This design comes from an exercise in tuning for small area, a short achievable clock period and few clock cycles on the open sky130 flow, not from production work.
In this exercise RTL edits were held to simulation tests only and were not proved equivalent to the original.
Power is estimated from default activity; no workload was simulated.

==> flow/design.v <==
module vm_core (
    input  wire        clk,
    input  wire        rst,           
    input  wire        start,         
    input  wire [11:0] code_len,      
    output reg         mem_req,
    output reg         mem_we,
    output reg  [10:0] mem_addr,
    output wire [31:0] mem_wdata,
    input  wire [31:0] mem_rdata,
    output wire        out_valid,
    output wire [31:0] out_data,
    output wire        halted,
    output wire        faulted,
    output wire [2:0]  cause,
    output wire [31:0] info,
    output wire [2:0]  flags,         
    input  wire [3:0]  dbg_sel,
    output wire [31:0] dbg_data
);
    localparam [5:0] OP_LDR = 6'd0, OP_STR = 6'd1, OP_ADD = 6'd2, OP_SUB = 6'd3,
                     OP_MUL = 6'd4, OP_DIV = 6'd5, OP_MOV = 6'd6, OP_CMP = 6'd7,
                     OP_JMP = 6'd8, OP_SAV = 6'd9, OP_PRN = 6'd10;
    localparam [2:0] C_DIV0 = 3'd1, C_LOAD = 3'd2, C_STORE = 3'd3,
                     C_MISAL = 3'd5, C_ILLEGAL = 3'd6;
    localparam [1:0] S_IDLE = 2'd0, S_RUN = 2'd1, S_HALT = 2'd2, S_FAULT = 2'd3;
    localparam [1:0] B_NONE = 2'd0, B_LD = 2'd1, B_MUL = 2'd2, B_DIV = 2'd3;
    reg [1:0]  st;
    reg [31:0] rf [0:14];             
    reg [31:0] pc;                    
    reg [31:0] ir;
    reg        irv;                   
    reg        pend;                  
    reg [15:0] pa, qa;                
    reg        fe, fg, fl;
    reg [2:0]  cause_r;
    reg        use_pc;                
    reg [1:0]  bk;                    
    reg [3:0]  bd;                    
    reg [3:0]  cnt;                   
    reg [1:0]  dg;                    
    reg        nP;                    
    reg [31:0] acc;                   
    reg [31:0] rem;                   
    reg [31:0] opd;                   
    reg        bv;                    
    reg [8:0]  ba1;                   
    reg [8:0]  bt;                    
    reg        pflag;                 
    wire running = (st == S_RUN);
    wire done    = st[1];
    wire busy    = (bk != B_NONE);
    assign halted  = (st == S_HALT);
    assign faulted = (st == S_FAULT);
    assign flags   = {fe, fg, fl};
    assign cause   = cause_r;
    wire [31:0] pc_inc = {pc[31:2] + 30'd1, pc[1:0]};
    wire [31:0] r15v   = (use_pc | busy) ? pc : pc_inc;
    function [31:0] rdreg;
        input [3:0] idx;
        begin
            if (idx == 4'd15) rdreg = r15v;
            else rdreg = rf[idx];
        end
    endfunction
    function [31:0] rdoh;
        input [15:0] sel;
        integer j;
        begin
            rdoh = {32{sel[15]}} & r15v;
            for (j = 0; j < 15; j = j + 1)
                rdoh = rdoh | ({32{sel[j]}} & rf[j]);
        end
    endfunction
    function [15:0] oh;
        input [3:0] idx;
        begin
            oh = 16'd0;
            oh[idx] = 1'b1;
        end
    endfunction
    wire [31:0] P = rdoh(pa);
    wire [31:0] Q = rdoh(qa);
    assign dbg_data  = rdreg(dbg_sel);
    assign out_data  = P;
    assign mem_wdata = Q;
    assign info      = cause_r[1] ? (cause_r[2] ? ir : Q) : pc;
    wire [2:0]  cond  = ir[31:29];
    wire [5:0]  op    = ir[28:23];
    wire [3:0]  f0    = ir[22:19];
    wire [18:0] imm19 = ir[18:0];
    wire gate   = (cond == 3'd0) || ((cond & {fe, fg, fl}) != 3'd0);
    wire pc_end = (pc[31:12] != 20'd0) || (pc[11:0] >= code_len);
    wire is_ldr = (op == OP_LDR);
    wire is_str = (op == OP_STR);
    wire is_add = (op == OP_ADD);
    wire is_sub = (op == OP_SUB);
    wire is_mul = (op == OP_MUL);
    wire is_div = (op == OP_DIV);
    wire is_mov = (op == OP_MOV);
    wire is_cmp = (op == OP_CMP);
    wire is_jmp = (op == OP_JMP);
    wire is_sav = (op == OP_SAV);
    wire is_prn = (op == OP_PRN);
    wire is_ill = (op > OP_PRN);
    wire canx = running && !busy && irv && !pc_end;
    wire ex   = canx && gate;
    wire        alu_sub = !is_add;
    wire [32:0] alu     = {1'b0, P} + {1'b0, alu_sub ? ~Q : Q} + {32'd0, alu_sub};
    wire        p_lt_q  = !alu[32];
    wire        p_eq_q  = (P == Q);
    wire        oob     = (P[31:11] != 21'd0) || ((&P[10:2]) && (P[1:0] != 2'b00));
    wire        q_zero  = (Q == 32'd0);
    wire        q_small = (Q[31:2] == 30'd0);
    function [3:0] hp;
        input [31:0] x;
        integer k;
        begin
            hp = 4'd0;
            for (k = 0; k < 16; k = k + 1)
                if (x[2*k +: 2] != 2'b00) hp = k[3:0];
        end
    endfunction
    wire [3:0] hpP = hp(P);
    wire [3:0] hpQ = hp(Q);
    wire       mul_nP = (hpP < hpQ);                  
    wire [3:0] p0  = is_div ? (hpP - 4'd1) : mul_nP ? hpP : hpQ;
    wire [3:0] ix  = busy ? (cnt - 4'd1) : p0;
    wire [1:0] d0   = P[2*hpP +: 2];
    wire       q_1  = q_small && (Q[1:0] == 2'd1);
    wire       q_2  = q_small && (Q[1:0] == 2'd2);
    wire       q_3  = q_small && (Q[1:0] == 2'd3);
    wire [1:0] dq0  = q_1 ? d0 : q_2 ? {1'b0, d0[1]} : q_3 ? {1'b0, &d0} : 2'd0;
    wire [1:0] dr0  = q_1 ? 2'd0 : q_2 ? {1'b0, d0[0]} : (q_3 && (&d0)) ? 2'd0 : d0;
    wire       div_fast = (hpP == 4'd0);
    wire [1:0] dgP = P[2*ix +: 2];
    wire [1:0] dgQ = Q[2*ix +: 2];
    wire [31:0] Mc     = busy ? opd : P;
    wire [1:0]  md     = busy ? dg : Q[1:0];
    wire [31:0] accin  = (bk == B_MUL) ? acc : 32'd0;
    wire [31:0] mulnext = {accin[29:0], 2'b00} + (md[1] ? {Mc[30:0], 1'b0} : 32'd0)
                          + (md[0] ? Mc : 32'd0);
    wire [33:0] t1 = {1'b0, rem, dg[1]} - {2'b00, opd};
    wire        g1 = !t1[33];
    wire [31:0] r1 = g1 ? t1[31:0] : {rem[30:0], dg[1]};
    wire [33:0] t2 = {1'b0, r1, dg[0]} - {2'b00, opd};
    wire        g2 = !t2[33];
    wire [31:0] r2 = g2 ? t2[31:0] : {r1[30:0], dg[0]};
    wire [31:0] divnext = {acc[29:0], g1, g2};
    wire mul_fast = q_small;
    wire bdone    = busy && ((bk == B_LD) || (cnt == 4'd0));
    reg  [31:0] wd;
    reg  [3:0]  wa;
    reg         we;
    always @(*) begin
        wa = busy ? bd : f0;
        we = 1'b0;
        wd = alu[31:0];
        if (busy) begin
            we = bdone;
            case (bk)
                B_LD:    wd = mem_rdata;
                B_MUL:   wd = mulnext;
                default: wd = divnext;
            endcase
        end else if (ex) begin
            if (is_add || is_sub) begin we = 1'b1; wd = alu[31:0]; end
            if (is_mul && mul_fast) begin we = 1'b1; wd = mulnext; end
            if (is_div && !q_zero && div_fast) begin we = 1'b1; wd = {30'd0, dq0}; end
            if (is_mov) begin we = 1'b1; wd = {13'd0, imm19}; end
            if (is_sav) begin we = (f0 != 4'd15); wd = pc_inc; end
        end
    end
    wire wr_pc = we && (wa == 4'd15);
    reg  [1:0]  k;
    always @(*) begin
        if (busy)     k = {1'b0, irv};
        else if (irv) k = pend ? 2'd2 : 2'd1;
        else          k = {1'b0, pend};
    end
    wire [12:0] seq_a  = {1'b0, pc[11:0]} + {9'd0, k, 2'b00};
    wire        seq_ok = (pc[31:12] == 20'd0) && !seq_a[11] && (pc[1:0] == 2'b00);
    wire [31:0] tgt    = is_jmp ? (gate ? P : pc_inc) : {13'd0, imm19};
    wire        tgt_ok = (tgt[31:11] == 21'd0) && (tgt[1:0] == 2'b00);
    wire pok     = canx && pflag && is_jmp && gate && (P[31:11] == 21'd0) &&
                   (P[10:2] == bt) && (P[1:0] == 2'b00);
    wire pbad    = canx && pflag && !pok;
    wire [8:0] bt1 = bt + 9'd1;
    wire x_ldst  = gate && (is_ldr || is_str);
    wire x_djmp  = gate && is_jmp && !pflag;                  
    wire x_pjmp  = gate && is_jmp && pflag;                   
    wire x_pseq  = !gate && is_jmp && pflag;                  
    wire x_dmov  = gate && is_mov && (f0 == 4'd15);
    wire x_wpc   = gate && (f0 == 4'd15) && (is_add || is_sub || is_mul || is_div);
    wire ldst    = canx && x_ldst && !oob;
    wire direct  = canx && (x_djmp || x_pseq || x_dmov);
    wire pjbad   = canx && x_pjmp && !pok;
    wire starts  = ex && ((is_mul && !mul_fast) || (is_div && !q_zero && !div_fast));
    wire fault_x = ex && (((is_ldr || is_str) && oob) || (is_div && q_zero) || is_ill);
    wire bhit = bv && (ba1 == seq_a[10:2]) && (busy ? irv : pend);
    reg seq_req;
    always @(*) begin
        seq_req = 1'b0;
        if (st == S_IDLE) seq_req = start;
        else if (running) begin
            if (busy)       seq_req = bdone && !(bd == 4'd15);
            else if (irv)   seq_req = !pc_end && !x_ldst && !x_djmp && !x_dmov && !x_wpc && !pflag &&
                                      !(gate && (is_div || is_ill));
            else            seq_req = pend || (!pc_end && (pc[1:0] == 2'b00));
        end
    end
    always @(*) begin
        mem_we   = ldst && is_str;
        mem_req  = ldst || (direct && tgt_ok) || (pok && (bt != 9'h1ff)) || (seq_req && seq_ok);
        if (canx && (x_ldst || x_djmp))
            mem_addr = P[10:0];
        else if (canx && x_pjmp)
            mem_addr = {bt1, 2'b00};
        else if (canx && (x_pseq || x_dmov))
            mem_addr = tgt[10:0];
        else
            mem_addr = bhit ? {bt, 2'b00} : seq_a[10:0];
    end
    assign out_valid = ex && is_prn;
    wire st_hit = (P[10:2] == pc_inc[10:2]) || ((P[10:2] == pc[10:2]) && (P[1:0] != 2'b00));
    wire [31:0] dw = (bdone && bk[1]) ? ir : mem_rdata;
    wire [5:0]  dop = dw[28:23];
    wire [15:0] dpa = oh((dop == OP_CMP || dop == OP_JMP || dop == OP_PRN) ? dw[22:19] : dw[18:15]);
    wire [15:0] dqa = oh((dop == OP_CMP) ? dw[18:15] : (dop == OP_STR) ? dw[22:19] : dw[14:11]);
    wire [31:0] wdg = rst ? 32'd0 : wd;
    integer i;
    always @(posedge clk) begin
        for (i = 0; i < 15; i = i + 1)
            if (rst || (we && wa == i)) rf[i] <= wdg;
    end
    always @(posedge clk) begin
        if (rst) begin
            st      <= S_IDLE;
            pc      <= 32'd0;
            irv     <= 1'b0;
            pend    <= 1'b0;
            fe      <= 1'b0;
            fg      <= 1'b0;
            fl      <= 1'b0;
            cause_r <= 3'd0;
            use_pc  <= 1'b0;
            bk      <= B_NONE;
            cnt     <= 4'd0;
            bv      <= 1'b0;
            pflag   <= 1'b0;
        end else begin
            pend <= mem_req && !mem_we && !ldst;
            pflag <= seq_req && seq_ok && bhit;
            if (ex && is_jmp && tgt_ok) begin
                bv  <= 1'b1;
                ba1 <= pc_inc[10:2];
                bt  <= P[10:2];
            end
            case (st)
                S_IDLE: if (start) st <= S_RUN;
                S_RUN: begin
                    if (busy) begin
                        if (bk != B_LD) begin
                            cnt <= cnt - 4'd1;
                            dg  <= nP ? dgP : dgQ;
                            acc <= (bk == B_MUL) ? mulnext : divnext;
                            rem <= r2;
                        end
                        if (bdone) begin
                            bk <= B_NONE;
                            cnt <= 4'd0;
                            if (bk[1]) begin pa <= dpa; qa <= dqa; end
                            if (wr_pc) begin
                                pc  <= wd;
                                irv <= 1'b0;
                            end
                        end
                    end else if (irv) begin
                        if (pc_end) begin
                            st     <= S_HALT;
                            use_pc <= 1'b1;
                        end else if (fault_x) begin
                            st <= S_FAULT;
                            if (is_ldr)      cause_r <= C_LOAD;
                            else if (is_str) cause_r <= C_STORE;
                            else if (is_div) cause_r <= C_DIV0;
                            else             cause_r <= C_ILLEGAL;
                            qa <= oh(ir[18:15]);
                        end else if (pok) begin
                            pc  <= P;
                            ir  <= mem_rdata;
                            irv <= 1'b1;
                            pa  <= dpa;
                            qa  <= dqa;
                        end else if (pjbad) begin
                            pc  <= P;
                            irv <= 1'b0;
                        end else if (direct || wr_pc) begin
                            pc  <= direct ? tgt : wd;
                            irv <= 1'b0;
                        end else begin
                            pc  <= pc_inc;
                            ir  <= mem_rdata;
                            irv <= pend && !pflag && !(ldst && is_str && st_hit);
                            if (!starts) begin pa <= dpa; qa <= dqa; end
                            if (ex && is_cmp) begin
                                fe <= p_eq_q;
                                fg <= !p_lt_q && !p_eq_q;
                                fl <= p_lt_q;
                            end
                            if (ldst && is_ldr) begin
                                bk <= B_LD;
                                bd <= f0;
                            end
                            if (starts) begin
                                bk  <= is_mul ? B_MUL : B_DIV;
                                bd  <= f0;
                                nP  <= is_div || mul_nP;
                                opd <= (is_div || mul_nP) ? Q : P;
                                cnt <= p0;
                                dg  <= (is_div || mul_nP) ? dgP : dgQ;
                                acc <= is_div ? {30'd0, dq0} : 32'd0;
                                rem <= is_div ? {30'd0, dr0} : 32'd0;
                            end
                        end
                    end else begin
                        if (pend) begin
                            ir  <= mem_rdata;
                            irv <= 1'b1;
                            pa  <= dpa;
                            qa  <= dqa;
                        end else if (pc_end) begin
                            st     <= S_HALT;
                            use_pc <= 1'b1;
                        end else if (pc[1:0] != 2'b00) begin
                            st      <= S_FAULT;
                            cause_r <= C_MISAL;
                            use_pc  <= 1'b1;
                        end
                    end
                end
                default: ;    
            endcase
        end
    end
endmodule
==> flow/run.sh <==
#!/bin/bash
# synth_recipe.tcl (not shown) runs the flow's synth.tcl, then flattens the netlist and writes it again
# the make line also repeats each setting of config.mk as NAME=value (left out here)
make -C /OpenROAD-flow-scripts/flow DESIGN_CONFIG=/design/flow/config.mk WORK_HOME=/design/flow/orfs CLKGATE_MAP_FILE= SYNTH_SCRIPT=/design/flow/synth_recipe.tcl finish
==> flow/config.mk <==
export PLATFORM = sky130hd
export DESIGN_NAME = vm_core
export DESIGN_NICKNAME = vm_core
export VERILOG_FILES = /design/flow/design.v
export SDC_FILE = /design/flow/constraint.sdc
export NUM_CORES = 4
export LEC_CHECK = 0
export ABC_CLOCK_PERIOD_IN_PS = 4000
export CAP_MARGIN = 20
export CORE_MARGIN = 2
export CORE_UTILIZATION = 45
export SETUP_SLACK_MARGIN = 5
export SLEW_MARGIN = 20
==> flow/constraint.sdc <==
create_clock -name core_clock -period 12.0 [get_ports {clk}]
set_input_delay 2.4000 -clock core_clock [delete_from_list [all_inputs] [get_ports {clk}]]
set_output_delay 2.4000 -clock core_clock [all_outputs]
set_load 0.01 [all_outputs]
==> impl_metrics.sql, run 1 <==
INSERT INTO impl_metrics (metric_group, metric, value, unit) VALUES
('power_and_ir_drop', 'share_comb_of_total_power', '31.7', '%'),
('placed_design', 'place_inst', '6989', ''),
('route', 'post_drt_via_cell_ratio', '7.45', ''),
('floorplanning', 'initial_utilization', '45.5', '%'),
('yosys', 'synth_edf_count', '663', ''),
('yosys', 'area_leader_netlist', 'sky130_fd_sc_hd__edfxtp_1', ''),
('worst_setup_path', 'criticalPathCategory', 'flop to output port', ''),
('sta', 'setup_tns', '0', 'ns'),
('floorplanning', 'die_w', '342', 'um'),
('yosys', 'postSynthCellCount', '5484', ''),
('floorplanning', 'design.portCount', '201', ''),
('floorplanning', 'fp.dieH', '342', 'um'),
('worst_setup_path', 'signal_arrival_time_at_the_worst_endpoint', '5.33', 'ns'),
('worst_setup_path', 'startpoint_type', 'flop', ''),
('worst_setup_path', 'crit_path_end_kind', 'output port', ''),
('power_and_ir_drop', 'p_int', '5.97', 'mW'),
('global_route', 'track_usage', '46.2', '%'),
('yosys', 'postSynth.topFlopCell', 'sky130_fd_sc_hd__edfxtp_1', ''),
('sta', 'period_share', '64.4', '%'),
('power_and_ir_drop', 'p_seq_share', '40.3', '%'),
('clock_network', 'path_clk_slew', '0.06', 'ns'),
('route', 'route.final.wire_length', '280000', 'um'),
('route', 'detailedRoute.firstPassIterationCount', '17', ''),
('clock_network', 'clk-insertion-delay-late', '0.71', 'ns'),
('sta', 'rsz_0062_raised_after_global_routing', 'yes', ''),
('power_and_ir_drop', 'cellLeakagePower', '22.7', 'nW'),
('route', 'count_of_antenna_violating_nets_left_after_detailed_routing', '0', ''),
('sta', 'final_max_slew_viol_count', '0', ''),
('power_and_ir_drop', 'power.density_cell_area', '154', 'nW/um2'),
('yosys', 'ys_seq_elements', '714', ''),
('worst_setup_path', 'cp.required', '9.60', 'ns'),
('global_route', 'busiest_layer', 'met2', ''),
('sta', 'max_clock_freq', '129', 'MHz'),
('job', 'maxCapViolations', '0', ''),
('cells_and_area', 'post_route_cells_drive_above_1_share', '16.4', '%'),
('global_route', 'grt_pass1_wl', '383000', 'um'),
('cells_and_area', 'final-instance-count-excl-fill', '7288', ''),
('clock_network', 'cts_tree', 'built', ''),
('global_route', 'met3_use_gr', '20.0', '%'),
('sta', 'endpoints_failing_hold', '0', ''),
('global_route', 'antenna_found_initial', '7', ''),
('cells_and_area', 'finish.net_count', '5965', ''),
('placed_design', 'place_area', '55600', 'um2'),
('floorplanning', 'design.die.area', '117000', 'um2'),
('status', 'run_status', 'complete, no violations', ''),
('clock_network', 'clock_tree.buffer_depth', '3', ''),
('route', 'first_iter_violations', '11652', ''),
('worst_setup_path', 'cp_max_fo', '32', ''),
('yosys', 'synth-async-reset-ratio', '0', '%'),
('min_path', 'hold_class', 'flop to flop', ''),
('sta', 'layout_min_cycle_time', '7.73', 'ns'),
('floorplanning', 'placement_rows', '123', ''),
('sta', 'tightest_slew', '1.17', 'ns'),
('global_route', 'first_global_vias', '50054', ''),
('route', 'post-route-drc-count', '0', ''),
('cells_and_area', 'area_of_all_placed_cells_without_fillers', '61500', 'um2'),
('placed_design', 'routabilityCongestion', '1.05', ''),
('floorplanning', 'standard_cell_core_area', '113000', 'um2'),
('yosys', 'yosysWarnings', '2', ''),
('global_route', 'groute.layer.met1.usage', '59.8', '%'),
('sta', 'max_slew_margin', '21.9', '%'),
('power_and_ir_drop', 'peakVddDrop', '0.113', 'mV'),
('yosys', 'synthDominantCellAreaShare', '38.8', '%'),
('clock_network', 'cts_hold_repair.buffers', '0', ''),
('clock_network', 'clock_tree_sinks', '714', ''),
('route', 'detailroute.via_count', '54310', ''),
('placed_design', 'place_hpwl', '180000', 'um'),
('power_and_ir_drop', 'p_sw', '3.49', 'mW'),
('global_route', 'global_routing_met2_resource_utilization', '61.6', '%'),
('clock_network', 'cts_buffer_count', '84', ''),
('cells_and_area', 'layout.core_utilization', '54.5', '%');
[cell usage in the layout, fill, tap and decap left out, drive strengths merged, types with 104 or more instances in the layout]
master	netlist	layout
nand3	189	189
clkbuf	310	104
nand4	119	119
nor3	123	123
buf	95	364
o21ai	236	236
xnor2	189	189
edfxtp	663	663
ha	162	162
nand2	528	531
inv	210	211
a21oi	334	334
clkdlybuf4s50	0	157
a22oi	519	519
nor2	474	474
[path summary, 6_finish.rpt]
kind,endpoint,slack [ns],cells past startpoint,startpoint
worst max-delay path,mem_req,4.27,16,pa[9]
worst min-delay path,bv,0.46,1,bv
worst max register to register,rf[5][22],5.03,28,bk[1]
worst min register to register,bv,0.46,1,bv
[metal layers]
metal / share of wire (%) / up-vias
met1: 36 / 25732
met5: 0.026 / -
met3: 17 / 1468
met4: 8.8 / 10
met2: 38 / 5481
li1: - / 21619
[logic make-up after synthesis]
group	synth area share [%]
DFF	40.8
and+or+nand+nor	16.2
muxes	3.44
adders and majority gates	5.28
xor gates and xnor gates	4.58
AOI/OAI and AO/OA	24.9
buffers and inverters	4.84
[sequential cells by signal, indices dropped and copies added (netlist names), 16 cells and up]
| name | count |
|---|---|
| rf | 480 |
| ir | 32 |
| opd | 32 |
| pc | 32 |
| rem | 32 |
| acc | 30 |
| pa | 16 |
| qa | 16 |
[cell type report]
type,count,area [um2]
flip-flops and latches,714,21000
diodes,5,12.5
well taps,1500,1880
multi-input cells,4155,29700
repair buffers,550,5320
clock buffers,102,2190
fillers,10175,51400
inverters,213,823
clock inverters,49,558
[synthesized netlist by cell type, types with 21 or more instances]
master                     count
sky130_fd_sc_hd__a22o_1       49
sky130_fd_sc_hd__buf_2        35
sky130_fd_sc_hd__and3_1       47
sky130_fd_sc_hd__clkbuf_1    310
sky130_fd_sc_hd__xor2_1       79
sky130_fd_sc_hd__nand2b_1     38
sky130_fd_sc_hd__nor2b_1      26
sky130_fd_sc_hd__nor4_1       40
sky130_fd_sc_hd__mux2_2       58
sky130_fd_sc_hd__dfxtp_1      51
sky130_fd_sc_hd__a221oi_1     55
sky130_fd_sc_hd__nand2_1     526
sky130_fd_sc_hd__inv_1       206
sky130_fd_sc_hd__and2_1       27
sky130_fd_sc_hd__or3_1        26
sky130_fd_sc_hd__nand4_1     116
sky130_fd_sc_hd__a222oi_1     77
sky130_fd_sc_hd__buf_1        36
sky130_fd_sc_hd__o31ai_1      22
sky130_fd_sc_hd__nor2_1      470
sky130_fd_sc_hd__a21o_1       54
sky130_fd_sc_hd__o211ai_1     55
sky130_fd_sc_hd__a211oi_1     55
sky130_fd_sc_hd__o21a_1       22
sky130_fd_sc_hd__o21ai_0     227
sky130_fd_sc_hd__a22oi_1     519
sky130_fd_sc_hd__ha_1        162
sky130_fd_sc_hd__a211o_1      23
sky130_fd_sc_hd__fa_1         34
sky130_fd_sc_hd__xnor2_1     189
sky130_fd_sc_hd__a311oi_1     25
sky130_fd_sc_hd__o22ai_1      31
sky130_fd_sc_hd__a31oi_1      56
sky130_fd_sc_hd__nor3_1      122
sky130_fd_sc_hd__edfxtp_1    663
sky130_fd_sc_hd__mux2i_1      77
sky130_fd_sc_hd__or2_2        21
sky130_fd_sc_hd__nand3_1     186
sky130_fd_sc_hd__a21oi_1     333
[timing repair]
item / CTS / global route
resized for setup: 369 / 152
endpoints found under the setup margin: 1196 / 777
gates cloned: 8 / 2
setup buffers: 85 / 48
pin swaps: 57 / 58
[critical path: stages (launching register included)]
cell	delay [ns]
sky130_fd_sc_hd__edfxtp_1	0.39
sky130_fd_sc_hd__buf_6	0.25
sky130_fd_sc_hd__a222oi_1	0.41
sky130_fd_sc_hd__nand3_1	0.33
sky130_fd_sc_hd__a311oi_2	0.34
sky130_fd_sc_hd__o311ai_2	0.15
sky130_fd_sc_hd__buf_4	0.25
sky130_fd_sc_hd__nor4_4	0.41
sky130_fd_sc_hd__and4_2	0.37
sky130_fd_sc_hd__inv_2	0.07
sky130_fd_sc_hd__nor2_4	0.12
sky130_fd_sc_hd__inv_2	0.10
sky130_fd_sc_hd__or4_4	0.58
sky130_fd_sc_hd__or2_4	0.26
sky130_fd_sc_hd__o22a_1	0.21
sky130_fd_sc_hd__nand3_4	0.14
sky130_fd_sc_hd__buf_6	0.12
[metrics by stage]
step	power, mW	worst slack, ns	hold WS, ns
2_1_floorplan	5.22	4.87	0.424
3_3_place_gp	6.41	3.10	0.439
3_5_place_dp	6.41	2.93	0.446
4_1_cts	9.12	4.31	0.458
5_1_grt	9.65	4.25	0.491
6_report	9.46	4.27	0.455
[power groups by stage]
stage | combinational [mW] | sequential [mW] | clock, mW
global route | 3.08 | 3.83 | 2.74
finish | 3.00 | 3.81 | 2.65
global placement | 2.58 | 3.83 | 0
CTS | 2.72 | 3.77 | 2.64
detailed placement | 2.59 | 3.82 | 0
floorplan | 1.54 | 3.68 | 0
Testbench counts, summed over its fixed seeds: cycles 41,767.
==> inputs of run 2 (changes only) <==
--- a/flow/design.v
+++ b/flow/design.v
@@ -44,9 +44,10 @@
     reg [31:0] rem;                   
     reg [31:0] opd;                   
     reg        bv;                    
-    reg [8:0]  ba1;                   
+    reg [8:0]  ba;                    
     reg [8:0]  bt;                    
     reg        pflag;                 
+    reg        pcend_r;               
     wire running = (st == S_RUN);
     wire done    = st[1];
     wire busy    = (bk != B_NONE);
@@ -80,6 +81,13 @@
         end
     endfunction
     wire [31:0] P = rdoh(pa);
+    reg  [15:0] hz;
+    integer h;
+    always @(*) begin
+        for (h = 0; h < 15; h = h + 1) hz[h] = (rf[h][31:11] == 21'd0);
+        hz[15] = (r15v[31:11] == 21'd0);
+    end
+    wire p_hz = |(pa & hz);
     wire [31:0] Q = rdoh(qa);
     assign dbg_data  = rdreg(dbg_sel);
     assign out_data  = P;
@@ -103,13 +111,13 @@
     wire is_sav = (op == OP_SAV);
     wire is_prn = (op == OP_PRN);
     wire is_ill = (op > OP_PRN);
-    wire canx = running && !busy && irv && !pc_end;
+    wire canx = running && !busy && irv && !pcend_r;
     wire ex   = canx && gate;
     wire        alu_sub = !is_add;
     wire [32:0] alu     = {1'b0, P} + {1'b0, alu_sub ? ~Q : Q} + {32'd0, alu_sub};
     wire        p_lt_q  = !alu[32];
     wire        p_eq_q  = (P == Q);
-    wire        oob     = (P[31:11] != 21'd0) || ((&P[10:2]) && (P[1:0] != 2'b00));
+    wire        oob     = !p_hz || ((&P[10:2]) && (P[1:0] != 2'b00));
     wire        q_zero  = (Q == 32'd0);
     wire        q_small = (Q[31:2] == 30'd0);
     function [3:0] hp;
@@ -178,11 +186,14 @@
         else if (irv) k = pend ? 2'd2 : 2'd1;
         else          k = {1'b0, pend};
     end
-    wire [12:0] seq_a  = {1'b0, pc[11:0]} + {9'd0, k, 2'b00};
-    wire        seq_ok = (pc[31:12] == 20'd0) && !seq_a[11] && (pc[1:0] == 2'b00);
+    wire [8:0]  pc8    = pc[10:2] + 9'd2;
+    wire [10:0] seq_a  = (k == 2'd0) ? pc[10:0] : (k == 2'd1) ? pc_inc[10:0] : {pc8, 2'b00};
+    wire        seq_ok = (pc[31:11] == 21'd0) && (pc[1:0] == 2'b00) &&
+                         ((k == 2'd0) || ((k == 2'd1) ? (pc[10:2] != 9'h1ff) : (pc[10:3] != 8'hff)));
     wire [31:0] tgt    = is_jmp ? (gate ? P : pc_inc) : {13'd0, imm19};
-    wire        tgt_ok = (tgt[31:11] == 21'd0) && (tgt[1:0] == 2'b00);
-    wire pok     = canx && pflag && is_jmp && gate && (P[31:11] == 21'd0) &&
+    wire        tgt_hz = is_jmp ? (gate ? p_hz : (pc_inc[31:11] == 21'd0)) : (imm19[18:11] == 8'd0);
+    wire        tgt_ok = tgt_hz && (tgt[1:0] == 2'b00);
+    wire pok     = canx && pflag && is_jmp && gate && p_hz &&
                    (P[10:2] == bt) && (P[1:0] == 2'b00);
     wire pbad    = canx && pflag && !pok;
     wire [8:0] bt1 = bt + 9'd1;
@@ -197,16 +208,17 @@
     wire pjbad   = canx && x_pjmp && !pok;
     wire starts  = ex && ((is_mul && !mul_fast) || (is_div && !q_zero && !div_fast));
     wire fault_x = ex && (((is_ldr || is_str) && oob) || (is_div && q_zero) || is_ill);
-    wire bhit = bv && (ba1 == seq_a[10:2]) && (busy ? irv : pend);
+    wire bhit = bv && (busy ? irv : pend) &&
+                ((!busy && irv) ? (ba == pc_inc[10:2]) : (ba == pc[10:2]));
     reg seq_req;
     always @(*) begin
         seq_req = 1'b0;
         if (st == S_IDLE) seq_req = start;
         else if (running) begin
             if (busy)       seq_req = bdone && !(bd == 4'd15);
-            else if (irv)   seq_req = !pc_end && !x_ldst && !x_djmp && !x_dmov && !x_wpc && !pflag &&
+            else if (irv)   seq_req = !x_ldst && !x_djmp && !x_dmov && !x_wpc && !pflag &&
                                       !(gate && (is_div || is_ill));
-            else            seq_req = pend || (!pc_end && (pc[1:0] == 2'b00));
+            else            seq_req = 1'b1;
         end
     end
     always @(*) begin
@@ -250,10 +262,11 @@
             pflag   <= 1'b0;
         end else begin
             pend <= mem_req && !mem_we && !ldst;
+            pcend_r <= pc_end;
             pflag <= seq_req && seq_ok && bhit;
             if (ex && is_jmp && tgt_ok) begin
                 bv  <= 1'b1;
-                ba1 <= pc_inc[10:2];
+                ba  <= pc[10:2];
                 bt  <= P[10:2];
             end
             case (st)
@@ -276,7 +289,7 @@
                             end
                         end
                     end else if (irv) begin
-                        if (pc_end) begin
+                        if (pcend_r) begin
                             st     <= S_HALT;
                             use_pc <= 1'b1;
                         end else if (fault_x) begin
@@ -288,6 +301,7 @@
                             qa <= oh(ir[18:15]);
                         end else if (pok) begin
                             pc  <= P;
+                            pcend_r <= ({1'b0, bt, 2'b00} >= code_len);
                             ir  <= mem_rdata;
                             irv <= 1'b1;
                             pa  <= dpa;
@@ -300,6 +314,7 @@
                             irv <= 1'b0;
                         end else begin
                             pc  <= pc_inc;
+                            pcend_r <= (pc_inc[31:12] != 20'd0) || (pc_inc[11:0] >= code_len);
                             ir  <= mem_rdata;
                             irv <= pend && !pflag && !(ldst && is_str && st_hit);
                             if (!starts) begin pa <= dpa; qa <= dqa; end
==> flow/flow/run.sh (new file) <==
#!/bin/bash
# The standard layout (the standard.sh, standard synthesis), with changes only
# in how it is made: port buffers are buf_4 cells instead of the smallest buffer,
# and timing repair aims for more setup margin on the worst paths only.
set -euo pipefail
bash standard.sh "BUFFER_PORTS_ARGS=-buffer_cell sky130_fd_sc_hd__buf_4" \
    SETUP_SLACK_MARGIN=6 finish > standard_flow.log 2>&1
==> flow/standard.sh (new file) <==
#!/bin/bash
# synth_recipe.tcl (not shown) runs the flow's synth.tcl, then flattens the netlist and writes it again
# the make line also repeats each setting of config.mk as NAME=value (left out here)
make -C /OpenROAD-flow-scripts/flow DESIGN_CONFIG=/design/flow/config.mk WORK_HOME=/design/flow/orfs CLKGATE_MAP_FILE= SYNTH_SCRIPT=/design/flow/synth_recipe.tcl "${@:-finish}"
--- a/flow/config.mk
+++ b/flow/config.mk
@@ -8,6 +8,7 @@
 export ABC_CLOCK_PERIOD_IN_PS = 4000
 export CAP_MARGIN = 20
 export CORE_MARGIN = 2
-export CORE_UTILIZATION = 45
+export CORE_UTILIZATION = 38
 export SETUP_SLACK_MARGIN = 5
 export SLEW_MARGIN = 20
+export TNS_END_PERCENT = 1
removed: flow/run.sh
==> run 2 against run 1 <==
Still clean; flip-flop and latch count rose by 1; critical path depth rose by 8; clock-buffer cell count increased by 4; via count increased by 8.8%; cell count increased by 9.6%; worst hold slack improved by 0.027 ns; non-clock buffer count grew 98; cell area is 6.5% higher; sequential share of layout area fell by 2.0 points; critical endpoint is now dg[1]; largest power group is now combinational cells.
==> impl_metrics.sql, run 2 <==
INSERT INTO impl_metrics (metric_group, metric, value, unit) VALUES
('worst_setup_path', 'worst-r2r-setup-slack', '4.95', 'ns'),
('clock_network', 'clk-insertion-delay-late', '0.75', 'ns'),
('route', 'post_drt_via_cell_ratio', '7.40', ''),
('sta', 'final_report_setup_violation_count', '0', ''),
('worst_setup_path', 'criticalPathCategory', 'flop to flop', ''),
('route', 'route.final.wire_length', '319000', 'um'),
('route', 'detailroute.via_count', '59111', ''),
('worst_setup_path', 'signal_arrival_time_at_the_worst_endpoint', '7.56', 'ns'),
('route', 'first_iter_violations', '13082', ''),
('sta', 'setup_tns', '0', 'ns'),
('floorplanning', 'design.portCount', '201', ''),
('floorplanning', 'die_w', '378', 'um'),
('cells_and_area', 'area_of_all_placed_cells_without_fillers', '65400', 'um2'),
('min_path', 'holdPathEnd', 'bv', ''),
('worst_setup_path', 'cp_max_fo', '32', ''),
('clock_network', 'htreeDepth', '3', ''),
('worst_setup_path', 'startpoint_type', 'flop', ''),
('sta', 'finalClockSkew', '0.0968', 'ns'),
('cells_and_area', 'final_common_cell', 'sky130_fd_sc_hd__edfxtp_1', ''),
('cells_and_area', 'fillCellCount', '13183', ''),
('route', 'count_of_antenna_violating_nets_left_after_detailed_routing', '0', ''),
('cells_and_area', 'synthToLayoutAreaGrowth', '23.1', '%'),
('floorplanning', 'standard_cell_core_area', '139000', 'um2'),
('floorplanning', 'placement_rows', '137', ''),
('clock_network', 'cts_tree', 'built', ''),
('yosys', 'area_leader_netlist', 'sky130_fd_sc_hd__edfxtp_1', ''),
('yosys', 'synth.avg_cell_area', '9.34', 'um2'),
('yosys', 'synth_edf_count', '664', ''),
('cells_and_area', 'post_route_cells_drive_above_1_share', '21.2', '%'),
('min_path', 'hold_path_depth', '1', ''),
('sta', 'max_slew_margin', '10.4', '%'),
('job', 'maxCapViolations', '0', ''),
('worst_setup_path', 'critical_path.reg2reg.endpoint', 'dg[1]', ''),
('worst_setup_path', 'crit_path_end_kind', 'flop', ''),
('placed_design', 'portBuffers', '200', ''),
('clock_network', 'clock_tree_sinks', '715', ''),
('cells_and_area', 'finish.net_count', '6301', ''),
('route', 'detailedRoute.firstPassIterationCount', '15', ''),
('route', 'avgRoutedWirePerCell', '39.9', 'um'),
('cells_and_area', 'largest_register_ffs', '480', ''),
('yosys', 'syn_nets', '5955', ''),
('min_path', 'hold_class', 'flop to flop', ''),
('floorplanning', 'fp.dieH', '378', 'um'),
('status', 'run_status', 'complete, no violations', ''),
('global_route', 'track_usage', '43.0', '%'),
('sta', 'endpoints_failing_hold', '0', ''),
('route', 'post-route-drc-count', '0', ''),
('yosys', 'synth_cell_types', '116', ''),
('placed_design', 'place_hpwl', '211000', 'um'),
('global_route', 'first_global_vias', '54475', ''),
('sta', 'rsz_0062_raised_after_global_routing', 'yes', ''),
('yosys', 'postSynthCellCount', '5687', ''),
('power_and_ir_drop', 'power.density_cell_area', '189', 'nW/um2'),
('sta', 'period_share', '58.7', '%'),
('floorplanning', 'design.die.area', '143000', 'um2'),
('power_and_ir_drop', 'power.total', '12.4', 'mW'),
('global_route', 'global_route_congestion_overflow_total', '0', ''),
('min_path', 'beginning_of_the_worst_hold_path', 'bv', ''),
('worst_setup_path', 'cp.required', '12.51', 'ns'),
('power_and_ir_drop', 'cellLeakagePower', '24.4', 'nW'),
('placed_design', 'place_area', '57400', 'um2'),
('clock_network', 'clk_root_buffer_cell', 'sky130_fd_sc_hd__clkbuf_16', ''),
('global_route', 'antenna_found_initial', '21', ''),
('yosys', 'cell_types_with_the_largest_area_share_after_synthesis', 'sky130_fd_sc_hd__edfxtp_1 38%, sky130_fd_sc_hd__a22oi_1 7.6%, sky130_fd_sc_hd__ha_1 4.3%, sky130_fd_sc_hd__nand2_1 3.5%, sky130_fd_sc_hd__xnor2_1 3.3%', ''),
('yosys', 'syn_area', '53100', 'um2'),
('yosys', 'synthDominantCellAreaShare', '37.5', '%'),
('power_and_ir_drop', 'peakVddDrop', '0.119', 'mV'),
('placed_design', 'routabilityCongestion', '1.08', ''),
('worst_setup_path', 'critical_path.reg2reg.startpoint', 'qa[5]', ''),
('clock_network', 'clock_tree.buffer_depth', '3', ''),
('worst_setup_path', 'timing.reg2reg.worst_path_depth', '24', ''),
('yosys', 'ys_seq_elements', '715', ''),
('global_route', 'grt_start_max_net_pins', '65', ''),
('yosys', 'yosysWarnings', '2', ''),
('cells_and_area', 'register_name_with_the_most_flops', 'rf', ''),
('yosys', 'synth_most_common_cell', 'sky130_fd_sc_hd__edfxtp_1', ''),
('yosys', 'postSynth.topFlopCell', 'sky130_fd_sc_hd__edfxtp_1', ''),
('clock_network', 'path_clk_slew', '0.06', 'ns'),
('yosys', 'seq_area_frac_synth', '39.4', '%'),
('sta', 'final_max_slew_viol_count', '0', ''),
('cells_and_area', 'layout.core_utilization', '47.0', '%'),
('clock_network', 'cts_buffer_count', '84', ''),
('yosys', 'post_synth_most_frequent_cells', '664 x sky130_fd_sc_hd__edfxtp_1, 535 x sky130_fd_sc_hd__a22oi_1, 499 x sky130_fd_sc_hd__nand2_1', ''),
('yosys', 'synth-async-reset-ratio', '0', '%'),
('sta', 'tightest_slew', '1.33', 'ns'),
('floorplanning', 'initial_utilization', '38.2', '%'),
('global_route', 'grt_pass1_wl', '433000', 'um'),
('cells_and_area', 'mostFrequentLayoutCells', '664 x sky130_fd_sc_hd__edfxtp_1, 534 x sky130_fd_sc_hd__a22oi_1, 519 x sky130_fd_sc_hd__buf_4', ''),
('sta', 'max_clock_freq', '142', 'MHz'),
('sta', 'layout_min_cycle_time', '7.05', 'ns');
[run 2: final cells by class]
type | instances | area (um2) | area share (%)
multi-input cells | 4334 | 32100 | 49.1
clock buffers | 106 | 2220 | 3.39
diodes | 14 | 35.0 | 0.0536
inverters | 250 | 961 | 1.47
clock inverters | 47 | 567 | 0.866
repair buffers | 648 | 6130 | 9.37
well taps | 1876 | 2350 | 3.59
flip-flops and latches | 715 | 21000 | 32.1
[run 2: power by group]
group	switching [mW]	total (mW)	internal [mW]
logic	3.26	4.94	1.68
registers	0.999	4.74	3.74
clock network	1.21	2.71	1.50
[run 2: what timing repair did]
item | in CTS | in global routing
hold buffers | 0 | 0
cloned | 11 | 0
gates resized for setup | 533 | 118
pin swaps | 107 | 33
buffers inserted | 183 | 42
setup endpoints to repair | 1421 | 1279
[run 2: worst max path at each step]
stage	start	endpoint	slack, ns
floorplan	opd[1]	rem[10]	5.25
global placement	opd[1]	rf[10][0]	3.01
detailed placement	opd[1]	rf[4][0]	2.90
CTS	bk[1]	mem_req	5.47
global route	pa[3]	rf[8][30]	5.16
finish	qa[5]	dg[1]	4.95
[run 2: kinds of logic after synthesis]
kind of cell,count (synthesis),share of synthesized area (%)
AND/OR/NAND/NOR,1816,16.9
AO/OA/AOI/OAI,1807,24.4
flip-flops,715,39.4
buffers and inverters,638,4.78
XOR/XNOR,293,4.83
adder cells (fa/ha/maj),217,5.58
multiplexers,201,4.02
[run 2: worst max-delay path: stages (launching register included)]
cell and delay [ns]:
sky130_fd_sc_hd__edfxtp_1 0.37, sky130_fd_sc_hd__buf_4 0.27, sky130_fd_sc_hd__buf_4 0.35, sky130_fd_sc_hd__a22oi_1 0.22, sky130_fd_sc_hd__nand4_1 0.20, sky130_fd_sc_hd__nor2_1 0.27
sky130_fd_sc_hd__o211a_1 0.86, sky130_fd_sc_hd__inv_1 0.32, sky130_fd_sc_hd__nor2_1 0.53, sky130_fd_sc_hd__o2111a_1 0.27, sky130_fd_sc_hd__o21ai_0 0.23, sky130_fd_sc_hd__inv_1 0.22
sky130_fd_sc_hd__ha_1 0.17, sky130_fd_sc_hd__a21oi_1 0.06, sky130_fd_sc_hd__nor2_1 0.14, sky130_fd_sc_hd__nor2_1 0.12, sky130_fd_sc_hd__o31ai_1 0.33, sky130_fd_sc_hd__o2111ai_1 0.21
sky130_fd_sc_hd__o311ai_4 0.15, sky130_fd_sc_hd__buf_12 0.29, sky130_fd_sc_hd__mux2i_1 0.24, sky130_fd_sc_hd__mux2i_1 0.10, sky130_fd_sc_hd__mux2i_1 0.33, sky130_fd_sc_hd__mux2i_1 0.19
sky130_fd_sc_hd__mux2i_2 0.34
[run 2: routing by layer]
metal  global-route usage [%]  part of all wire, %  wire length [um]
met5                     1.78                 0.13               400
met4                     30.9                  9.2             29400
met3                     21.9                   18             56100
met2                     56.8                   38            121000
met1                     53.1                   35            112000
[run 2: stage by stage]
step | instances | hold WS, ns | worst slack, ns
final | 7990 | 0.482 | 4.95
after CTS | 7933 | 0.471 | 5.47
after floorplan | 5687 | 0.424 | 5.25
after detailed placement | 7586 | 0.460 | 2.90
after global routing | 7976 | 0.499 | 5.16
after global placement | 7583 | 0.454 | 3.01
Testbench counts of run 2, summed over its fixed seeds: cycles 41,767.

static timing again, ports no longer ideal:
The results above use ideal ports. As a check the final layouts listed here were re-extracted and re-timed, cells and wires unchanged. Step 1 assumes that a clkbuf_16 drives the clock port and a buf_2 every other input. Step 2 times the ports against the registers' clock, not the clock port: input delays grow and output delays shrink by t, the midpoint of the rising clock arrivals with the driver on. Three values: ideal, step 1, step 2; two values: the first two.
run	t, ns	slack for setup (ns)	clock arrival spread, ns
run 1	0.771	4.271 / 4.188 / 4.315	0.050 / 0.050
run 2	0.777	4.950 / 4.950 / 4.950	0.097 / 0.097
After both steps setup and hold are still met in every run listed.
